Background: an optimization exercise with open tools, aiming at small area. Do not read the settings as production practice.
Only simulation tests tie the RTL to the original design; equivalence was not proved.
Power is estimated from default activity; no workload was simulated.

## design/flow/config.mk

```make
export PLATFORM = sky130hd
export DESIGN_NAME = ffm_servo_mixer
export DESIGN_NICKNAME = ffm_servo_mixer
export VERILOG_FILES = /design/flow/design.v
export SDC_FILE = /design/flow/constraint.sdc
export NUM_CORES = 4
export LEC_CHECK = 0
export CAP_MARGIN = 20
export CORE_MARGIN = 2
export CORE_UTILIZATION = 40
export SLEW_MARGIN = 20
```

## design/flow/constraint.sdc

```tcl
create_clock -name core_clock -period 20.0 [get_ports {clk}]
set_input_delay 4.0000 -clock core_clock [delete_from_list [all_inputs] [get_ports {clk}]]
set_output_delay 4.0000 -clock core_clock [all_outputs]
set_load 0.01 [all_outputs]
```

## design/flow/design.v

```verilog
module ffm_servo_mixer (
    input  wire        clk,
    input  wire        rst,
    input  wire        rx_valid,
    input  wire [7:0]  rx_data,
    output wire [11:0] duty0,
    output wire [11:0] duty1,
    output wire [11:0] duty2,
    output wire [11:0] duty3,
    output wire [11:0] duty4,
    output wire [11:0] duty5,
    output wire [11:0] duty6,
    output wire [2:0]  dout,
    output wire [1:0]  drive_sel,
    output wire        kick
);
    reg  [7:0]  prev;            
    reg         sync;            
    reg  [4:0]  n;               
    reg  [15:0] acc;             
    reg  [11:0] w0, w1, w2, w3, w4, w5;   
    reg  [1:0]  mode;            
    reg  [1:0]  auxd;            
    reg  [13:0] q0, q1, q2, q3;  
    reg  [10:0] p0, p1, p2;      
    reg  [1:0]  sel_r;
    reg  [1:0]  dlo_r;
    reg         kick_r;
    wire        busy = !sync && (n != 5'd0);
    wire [4:0]  j    = n - 5'd1;
    wire        hdr    = (prev == 8'h20) && (rx_data == 8'h40);
    wire [11:0] word12 = {rx_data[3:0], prev};
    wire        rx_go  = rx_valid && !hdr && sync;       
    wire        odd    = n[0];
    wire [3:0]  pair   = n[4:1];
    wire        trl    = odd && (pair == 4'd14);
    wire        ck_ok  = (acc[7:0] == 8'd0) && (acc[15:8] == rx_data);
    wire m0 = (mode == 2'd0);
    wire m1 = (mode == 2'd1);
    wire m2 = (mode == 2'd2);
    wire s_duty = busy && (j <= 5'd2);
    wire s_j3   = busy && (j == 5'd3);
    wire s_j9   = busy && (j == 5'd9);
    wire s_tp0  = busy && (j == 5'd18);
    wire s_tpa  = busy && (j == 5'd19 || j == 5'd20);
    wire s_last = busy && (j == 5'd21);
    wire ev_add = busy && ((j == 5'd7 && m2) || (j == 5'd8 && m1));
    wire ev_sub = busy && ((j == 5'd13 && m2) || (j == 5'd14 && m1));
    wire ev_raw = busy && ((j == 5'd10 && m0) || j == 5'd17);
    wire ev     = (s_j3 && m0) || ev_add || ev_sub || ev_raw || s_last;
    wire act    = (j == 5'd0 || j == 5'd18) ? 1'b1 :
                  (j == 5'd1 || j == 5'd19) ? !m2 : !m1;
    wire        lo   = (w0 < 12'd1500);
    wire [11:0] mag  = lo ? (12'd1500 - w0) : (w0 - 12'd1500);
    wire [11:0] cv   = (mag < 12'd50)  ? 12'd0 :
                       (mag < 12'd150) ? ((mag - 12'd48) >> 1) :
                                         (mag - 12'd100);
    wire [11:0] cvd  = (mag >= 12'd600) ? 12'd500 : cv;
    reg  [15:0] a_op, x_op;
    reg         neg;
    always @* begin
        a_op = acc; x_op = 16'd0; neg = 1'b0;
        if (!busy) begin
            x_op = {8'd0, rx_data}; neg = 1'b1;
        end else if (s_duty) begin
            a_op = 16'd1500; x_op = act ? {4'd0, cvd} : 16'd0; neg = lo;
        end else if (s_j3) begin
            a_op = m0 ? 16'd0 : -16'd1500; x_op = {4'd0, w0};
        end else if (s_j9) begin
            a_op = 16'd1500; x_op = {4'd0, w0};
        end else if (ev_raw) begin
            a_op = 16'd0; x_op = {4'd0, w0};
        end else if (ev_add) begin
            x_op = {4'd0, w0};
        end else if (ev_sub) begin
            x_op = {4'd0, w0}; neg = 1'b1;
        end else if (s_tp0) begin
            a_op = 16'd1560; x_op = {4'd0, cv};
        end else if (s_tpa) begin
            x_op = act ? {4'd0, cv} : 16'd0;
        end
    end
    wire [15:0] sum = a_op + (x_op ^ {16{neg}}) + {15'd0, neg};
    wire               pump = s_last;
    wire signed [15:0] t    = sum;
    wire signed [15:0] sx   = pump ? {2'b00, q0} : {{2{q0[13]}}, q0};
    wire signed [15:0] off  = pump ? 16'sd1560 : 16'sd1500;
    wire signed [15:0] stp  = pump ? 16'sd20 : 16'sd10;
    wire signed [15:0] dif  = t - sx;
    wire               snap = (t > off - 16'sd20) && (t < off + 16'sd20) &&
                              ((sx > off + 16'sd250) || (sx < off - 16'sd250));
    wire signed [15:0] rnx  = snap ? t :
                              (dif > stp)  ? sx + stp :
                              (dif < -stp) ? sx - stp : t;
    always @(posedge clk) begin
        if (rst) begin
            prev   <= 8'h00;
            sync   <= 1'b0;
            n      <= 5'd0;
            q0     <= 14'd1500;
            q1     <= 14'd1500;
            q2     <= 14'd1500;
            q3     <= 14'd1560;
            p0     <= 11'd1500;
            p1     <= 11'd1500;
            p2     <= 11'd1500;
            sel_r  <= 2'd0;
            dlo_r  <= 2'd0;
            kick_r <= 1'b0;
        end else begin
            kick_r <= s_last;
            if (busy) begin
                n <= s_last ? 5'd0 : n + 5'd1;
                w0 <= w1; w1 <= w2; w2 <= w3; w3 <= w4; w4 <= w5; w5 <= w0;
                if (s_duty) begin
                    p0 <= p1; p1 <= p2; p2 <= sum[10:0];
                end
                if (s_j3 || s_j9 || s_tp0 || s_tpa)
                    acc <= sum;
                if (ev) begin
                    q0 <= q1; q1 <= q2; q2 <= q3; q3 <= rnx[13:0];
                end
                if (s_last) begin
                    sel_r <= mode;
                    dlo_r <= auxd;
                end
            end else if (rx_valid) begin
                prev <= rx_data;
                if (hdr) begin
                    sync <= 1'b1;
                    n    <= 5'd0;
                    acc  <= 16'hFF9F;
                end else if (sync) begin
                    if (trl) begin
                        sync <= 1'b0;
                        if (ck_ok) begin
                            n    <= 5'd1;        
                            prev <= 8'h00;
                        end else begin
                            n    <= 5'd0;
                        end
                    end else begin
                        n   <= n + 5'd1;
                        acc <= sum;
                        if (odd && pair < 4'd6) begin
                            w0 <= w1; w1 <= w2; w2 <= w3; w3 <= w4; w4 <= w5;
                            w5 <= word12;
                        end
                        if (odd && pair == 4'd6)
                            mode <= (word12 < 12'd1300) ? 2'd0 :
                                    (word12 > 12'd1700) ? 2'd2 : 2'd1;
                        if (odd && pair == 4'd7)
                            auxd <= {word12 > 12'd1700, word12 >= 12'd1300};
                    end
                end
            end
        end
    end
    function [10:0] dclamp(input [13:0] s);
        dclamp = ($signed(s) < 14'sd1000) ? 11'd1000 :
                 ($signed(s) > 14'sd2000) ? 11'd2000 : s[10:0];
    endfunction
    wire        pact = (q3 > 14'd1560);
    assign duty0 = {1'b0, p0};
    assign duty1 = {1'b0, p1};
    assign duty2 = {1'b0, p2};
    assign duty3 = {1'b0, !pact ? 11'd1500 : (q3 > 14'd2000) ? 11'd2000 : q3[10:0]};
    assign duty4 = {1'b0, dclamp(q0)};
    assign duty5 = {1'b0, dclamp(q1)};
    assign duty6 = {1'b0, dclamp(q2)};
    assign dout      = {pact, dlo_r};
    assign drive_sel = sel_r;
    assign kick      = kick_r;
endmodule
```

## design/flow/run.sh

```bash
#!/bin/bash
# synth_recipe.tcl (not shown) runs the flow's synth.tcl, then flattens the netlist and writes it again
# the make line also repeats each setting of config.mk as NAME=value (left out here)
make -C /OpenROAD-flow-scripts/flow DESIGN_CONFIG=/design/flow/config.mk WORK_HOME=/design/flow/orfs CLKGATE_MAP_FILE= SYNTH_SCRIPT=/design/flow/synth_recipe.tcl finish
```

==> run summary <==
-- cells by family (layout without fill, tap and decap cells) --
| logic type | count (synthesis) | count (layout) | share of synthesized area [%] |
|---|---|---|---|
| mux | 14 | 14 | 1.14 |
| fa+ha+maj | 73 | 73 | 7.29 |
| other cells | 2 | 8 | 0.0580 |
| xor+xnor | 48 | 48 | 3.37 |
| compound gates | 403 | 403 | 21.3 |
| flops | 200 | 200 | 38.0 |
| buf+inv | 173 | 221 | 5.59 |
| simple gates | 625 | 625 | 23.3 |
-- per-layer routing --
metal	global-route usage, %	part of all wire, %	vias to the layer above
met1	30.6	46	5475
met4	8.67	2.6	0
met3	3.09	4.4	64
li1	-	-	5604
met2	37.5	47	334
met5	0	0	-
-- flip-flops by register name, summed over array words and instances (netlist names), 2 cells and up --
name / flops
q3: 14
q0: 14
n: 5
auxd: 2
w5: 12
q1: 14
w3: 12
q2: 14
mode: 2
w1: 12
prev: 8
w2: 12
p2: 11
p0: 11
sel_r: 2
w4: 12
w0: 12
acc: 16
p1: 11
dlo_r: 2
-- worst reg2reg max path: cells and delay by family, from the launching register on --
kind / cells / cell delay, ns
xor gates and xnor gates: 4 / 1.48
buffers and inverters: 3 / 0.61
DFF: 1 / 0.70
and+or+nand+nor: 8 / 1.86
muxes: 2 / 0.60
AOI/OAI and AO/OA: 20 / 4.20
adders and majority gates: 4 / 1.32
-- final cells by class --
cell class | instances | area [µm²] | share of cell area (%)
inverter | 85 | 319 | 2.16
clock buffer | 18 | 450 | 3.05
timing repair buffer | 104 | 1010 | 6.82
sequential | 200 | 4920 | 33.4
clock inverter | 14 | 193 | 1.31
tap | 402 | 503 | 3.41
multi-input combinational | 1171 | 7360 | 49.9
-- power breakdown --
part / leakage, nW / switching, mW / internal, mW / total, mW
Clock: 0.313 / 0.186 / 0.189 / 0.375
Combinational: 3.64 / 0.471 / 0.265 / 0.736
Sequential: 1.71 / 0.0194 / 0.464 / 0.484
Total: 5.66 / 0.676 / 0.919 / 1.60
-- worst paths after layout --
kind              slack, ns       startpoint  cells past startpoint                  to
setup / recovery       9.15  w0[2]$_DFFE_PP_                     41  q3[1]$_SDFFE_PP0P_
hold / removal         0.41  w4[1]$_DFFE_PP_                      0     w3[1]$_DFFE_PP_
setup reg to reg       9.15  w0[2]$_DFFE_PP_                     41  q3[1]$_SDFFE_PP0P_
hold reg to reg        0.41  w4[1]$_DFFE_PP_                      0     w3[1]$_DFFE_PP_
-- cells in the final DEF, fill, tap and decap left out, drive strengths merged, types with 7 or more instances in the layout --
cell,n
nor3b,9
a21boi,9
mux2i,8
nand2b,16
conb,8
dfxtp,108
and3,19
o21a,10
or2,15
xor2,19
xnor2,28
nand2,250
clkinv,7
or3,18
a2111oi,9
nor3,48
edfxtp,92
a21oi,114
nor4,19
inv,91
a21o,25
clkbuf,18
o311ai,7
nand3,62
o21ai,77
nor2b,16
o211ai,31
buf,13
a22oi,8
o31ai,9
a31oi,15
nor2,101
a211oi,12
and2,20
o21bai,10
clkdlybuf4s50,91
o22ai,9
ha,69
nand4,12
-- stage by stage --
stage               area [µm²]  setup slack (ns)
global route             14800              8.26
finish                   14800              9.15
floorplan                13000              9.70
detailed placement       14100              9.27
CTS                      14700              9.25
global placement         14100              9.46
==> flow_summary.ini <==
[outcome]
status = timing/DRC/antenna clean

[cts]
path_clk_slew_ns = 0.08
clkLatencyLatePin_ns = 0.46
ctsLongestPathBuffers = 2
postCtsSetupBuffers = 0
cts_tree = built
clock-root-buffer = clkbuf_16
cts_buffers = 17
cts.repair.resized = 0
cts_hold_buf = 0
h-tree-depth = 4
clock_sinks = 200

[global_route]
grt_max_degree = 73
grt_pass1_wl_um = 60300
grt-ovfl-total = 0
antenna_found_initial = 0
grt_pass1_vias = 10800
grt_usage_pct = 22.8

[synth]
synth.most_common_cell = nand2_1
syn-instance-count = 1538
synth.distinct_cells = 103
avgSynthCellArea_um2 = 8.42
seq_area_frac_synth_pct = 38.0
synthArstFlopShare_pct = 0
yosysTopAreaCell = edfxtp_1
yosysTopAreaCellShare_pct = 21.3
synth_ff_type = dfxtp_1
ys_ff_latch = 200
synth.area.top_cells = edfxtp_1 21%, dfxtp_1 17%, nand2_1 7.2%, ha_1 6.7%, a21oi_1 4.3%
synth_enable_flop_cells = 92
synth_area_um2 = 12900
synthTopCellsByCount = 249 x nand2_1, 112 x a21oi_1, 108 x dfxtp_1, 97 x nor2_1, 92 x edfxtp_1
ys_warn_count = 1

[finish]
drive_gt1_share_pct = 6.66
final_util_pct = 46.5
stdcell_count = 1994
syn2layout_area_growth_pct = 13.9
diodes = 0
fin_nets = 1663
fillers = 3104

[pwr]
vdd_drop_max_mv = 0.0750
total_power_mw = 1.60
leakagePower_nw = 5.66
power_density_nw_per_um2 = 108

[die]
rows = 65
die-area_um2 = 33800
die_w_um = 184
io_pins = 101
die_h_um = 184
core_um2 = 31700
start_util_pct = 40.8

[critical_path]
end_kind = register
cp-start-kind = register
crit_buf_inv = 3
cpMostUsedCell = a21oi_1
max_stage_delay_ns = 0.71
cp_slowest_cell = o211ai_1
crit_type = register to register
arrival_ns = 11.21
required_ns = 20.36
crit_family = compound AO/OA/AOI/OAI gates
crit_fanout = 11

[placement]
dp_cells = 1962
routabilityCongestion = 0.907
io_buffer_count = 92
post-dp-hpwl_um = 27800

[sta]
tightest_slew_ns = 0.948
setup_viol = 0
fin_tns_setup_ns = 0
skew_ns = 0.0138
finalHoldViolCount = 0
max_freq_mhz = 92.1
whs_ns = 0.414
rsz0062_at_grt = no
slew_headroom_pct = 36.8
slew_viol_final = 0
fin_crit_sh_pct = 54.3
period_minus_slack_ns = 10.85

[drt]
drc_errors = 0
firstDrtPassIters = 5
vias_per_cell = 5.76
ant_nets = 0
post_drt_wl_per_cell_um = 19.2
wl_um = 38300
drtIter0Drc = 1123
vias = 11500

[job]
timing.max_cap.violations = 0

[worst_hold_path]
hold_path.class = register to register

[what the ideal ports hide]
In the flow no input, the clock included, has a driving cell. The finished layout below was timed again as built, in two steps. Step 1 (the two cells are an assumption about what drives the block):
set clk [get_ports {clk}]
set_driving_cell -lib_cell sky130_fd_sc_hd__clkbuf_16 $clk
set_driving_cell -lib_cell sky130_fd_sc_hd__buf_2 [delete_from_list [all_inputs] $clk]
Step 2 also shifts input and output timing later by t, the mid clock arrival at the registers, as if the neighbouring blocks saw the same clock. a / b / c = no drivers / after step 1 / after step 2; a / b = the first two.
t, ns: 0.501
slack for setup (ns): 9.148 / 9.148 / 9.148
clock arrival spread, ns: 0.015 / 0.014
worst data-port slew with drivers (ns): 0.04
pins driven straight from the clock port: 1
After both steps setup and hold are still met in this run. The setup slack of this run moves by 0.000 ns with the drivers and by 0.000 ns with both steps.
